This design comes from an exercise in tuning for small area, a short achievable clock period and few clock cycles on the open sky130 flow, not from production work. Where RTL was checked, it was by simulation tests only, not by an equivalence proof against the original.

== lane 5 ==
## resolve_core
module resolve_core (
    input  wire        clk,
    input  wire        rst,             
    input  wire        start,
    input  wire [9:0]  cand_lag,
    input  wire [9:0]  lag_min,
    input  wire [9:0]  max_dist,
    input  wire [7:0]  subthr_pct,
    output reg         busy,
    output reg  [9:0]  dt_addr,
    input  wire [9:0]  dt_data,
    output reg         done,
    output reg         err,
    output reg  [9:0]  corr_lag,
    output reg  [9:0]  divisor
);
    localparam PH_IDLE = 2'd0;
    localparam PH_DIVD = 2'd1;
    localparam PH_DIVT = 2'd2;
    localparam PH_RUN  = 2'd3;
    localparam T_NONE = 2'd0;
    localparam T_K1   = 2'd1;       
    localparam T_KW   = 2'd2;       
    reg [1:0]  ph;
    reg        kmode;               
    reg [9:0]  c_r;
    reg [11:0] th_t;
    reg [6:0]  th_r;
    reg [2:0]  mcnt;
    reg [9:0]  wdm1;
    reg [9:0]  wim1;
    reg [11:0] wr;
    reg [11:0] wb;                  
    reg [2:0]  ul;                  
    reg [12:0] ds;                  
  ...
Settings: LEC_CHECK=0, ABC_CLOCK_PERIOD_IN_PS=4000, CAP_MARGIN=20, CORE_MARGIN=2, CORE_UTILIZATION=50, SETUP_SLACK_MARGIN=5, SLEW_MARGIN=20, TNS_END_PERCENT=100; clock period 10.0 ns.
run.sh (not shown) runs the stock make flow with config.mk's settings and CLKGATE_MAP_FILE= SYNTH_SCRIPT=/design/flow/synth_recipe.tcl, a recipe that flattens the netlist after the stock synthesis.
Edits applied to the flow inputs when going from lane 5 to lane 2:
--- a/flow/design.v
+++ b/flow/design.v
@@ -191,42 +191,20 @@
     reg  [9:0] tk_h;
     always @* begin
         case (tk)
             3'd0: tk_h = 10'd0;    3'd1: tk_h = 10'd100;  3'd2: tk_h = 10'd200;
             3'd3: tk_h = 10'd300;  3'd4: tk_h = 10'd400;  3'd5: tk_h = 10'd500;
             default: tk_h = 10'd600;
         endcase
     end
     wire [9:0]  tr_n = tp - tk_h;
-    wire [11:0] tbase  = {th_t[9:0], 2'b00} + ((tg[1] ? {7'd0, t_a, 1'b0} : 12'd0) + (tg[0] ? {8'd0, t_a} : 12'd0));
-    wire [8:0]  tbase1 = tbase[11:3] + 9'd1;
-    reg  [3:0]  tlo;
-    always @* begin
-        case ({tbase[2:0], tk})
-            6'd0: tlo = 4'd0; 6'd1: tlo = 4'd1; 6'd2: tlo = 4'd2; 6'd3: tlo = 4'd3;
-            6'd4: tlo = 4'd4; 6'd5: tlo = 4'd5; 6'd6: tlo = 4'd6; 6'd7: tlo = 4'd7;
-            6'd8: tlo = 4'd1; 6'd9: tlo = 4'd2; 6'd10: tlo = 4'd3; 6'd11: tlo = 4'd4;
-            6'd12: tlo = 4'd5; 6'd13: tlo = 4'd6; 6'd14: tlo = 4'd7; 6'd15: tlo = 4'd8;
-            6'd16: tlo = 4'd2; 6'd17: tlo = 4'd3; 6'd18: tlo = 4'd4; 6'd19: tlo = 4'd5;
-            6'd20: tlo = 4'd6; 6'd21: tlo = 4'd7; 6'd22: tlo = 4'd8; 6'd23: tlo = 4'd9;
-            6'd24: tlo = 4'd3; 6'd25: tlo = 4'd4; 6'd26: tlo = 4'd5; 6'd27: tlo = 4'd6;
-            6'd28: tlo = 4'd7; 6'd29: tlo = 4'd8; 6'd30: tlo = 4'd9; 6'd31: tlo = 4'd10;
-            6'd32: tlo = 4'd4; 6'd33: tlo = 4'd5; 6'd34: tlo = 4'd6; 6'd35: tlo = 4'd7;
-            6'd36: tlo = 4'd8; 6'd37: tlo = 4'd9; 6'd38: tlo = 4'd10; 6'd39: tlo = 4'd11;
-            6'd40: tlo = 4'd5; 6'd41: tlo = 4'd6; 6'd42: tlo = 4'd7; 6'd43: tlo = 4'd8;
-            6'd44: tlo = 4'd9; 6'd45: tlo = 4'd10; 6'd46: tlo = 4'd11; 6'd47: tlo = 4'd12;
-            6'd48: tlo = 4'd6; 6'd49: tlo = 4'd7; 6'd50: tlo = 4'd8; 6'd51: tlo = 4'd9;
-            6'd52: tlo = 4'd10; 6'd53: tlo = 4'd11; 6'd54: tlo = 4'd12; 6'd55: tlo = 4'd13;
-            6'd56: tlo = 4'd7; 6'd57: tlo = 4'd8; 6'd58: tlo = 4'd9; 6'd59: tlo = 4'd10;
-            6'd60: tlo = 4'd11; 6'd61: tlo = 4'd12; 6'd62: tlo = 4'd13; default: tlo = 4'd14;
-        endcase
-    end
-    wire [11:0] tt_n = {tlo[3] ? tbase1 : tbase[11:3], tlo[2:0]};
+    wire [11:0] tt_n = {th_t[9:0], 2'b00} + (tg[1] ? {7'd0, t_a, 1'b0} : 12'd0)
+                                        + (tg[0] ? {8'd0, t_a} : 12'd0) + {9'd0, tk};
     wire is_weak = (th_t[11:10] == 2'b00) && (dt_data > th_t[9:0]);
     wire b_k1     = (tb_kind == T_K1);
     wire b_kw     = (tb_kind == T_KW);
     wire b_d2     = (tb_dm1 == 10'd1);
     wire in_run   = (ph == PH_RUN);
     wire flush_k1 = in_run && b_k1 && !is_weak && !b_d2;
     wire fail_kw  = in_run && b_kw && is_weak;
     wire end_k1   = b_k1 && b_d2;
     wire end_kw   = b_kw && !is_weak && tb_last;
Looking at the reports, lane 5 completed the entire flow and the layout it produced met the timing, DRC and antenna checks.
Lane 2: full flow OK, the timing, DRC and antenna checks passed
Summary — signed area change from the synthesized netlist to the final layout, lane 2 relative to lane 5: lower, by 0.39 points.
The number of signal-net inverters in the final layout number comes out higher for lane 5 vs lane 2.
Against lane 5, final setup slack of the worst path in lane 2 came out worse.
Final wirelength delta for lane 2 relative to lane 5: about 8% lower
Testbench counts of lane 2, summed over its fixed seeds: cycles 9,323.
Function not checked in lane 5: the RTL went through the layout flow alone.

-- port drivers added, routing unchanged --
The flow's constraints put no driver on any port. The routed layouts listed below were extracted and timed again, unchanged, in two steps.
Step 1 assumes that a clkbuf_16 drives the clock port and a buf_2 every other input.
Step 2, shift: input delay + t, output delay - t, t = (earliest + latest rising clock arrival at the registers) / 2. This alone moves slack from input paths to output paths.
Slacks: no drivers / after step 1 / after step 2; pairs: no drivers / after step 1.
| run | shift t [ns] | setup WS [ns] | clock arrival spread, ns |
|---|---|---|---|
| lane 5 | 0.521 | 4.912 / 4.912 / 4.504 | 0.017 / 0.018 |
| lane 2 | 0.500 | 4.829 / 4.829 / 4.615 | 0.010 / 0.010 |
After both steps every run listed still meets setup and hold. For lane 5, which loses most, drivers alone change the setup slack by 0.000 ns; drivers and shift together by -0.408 ns.
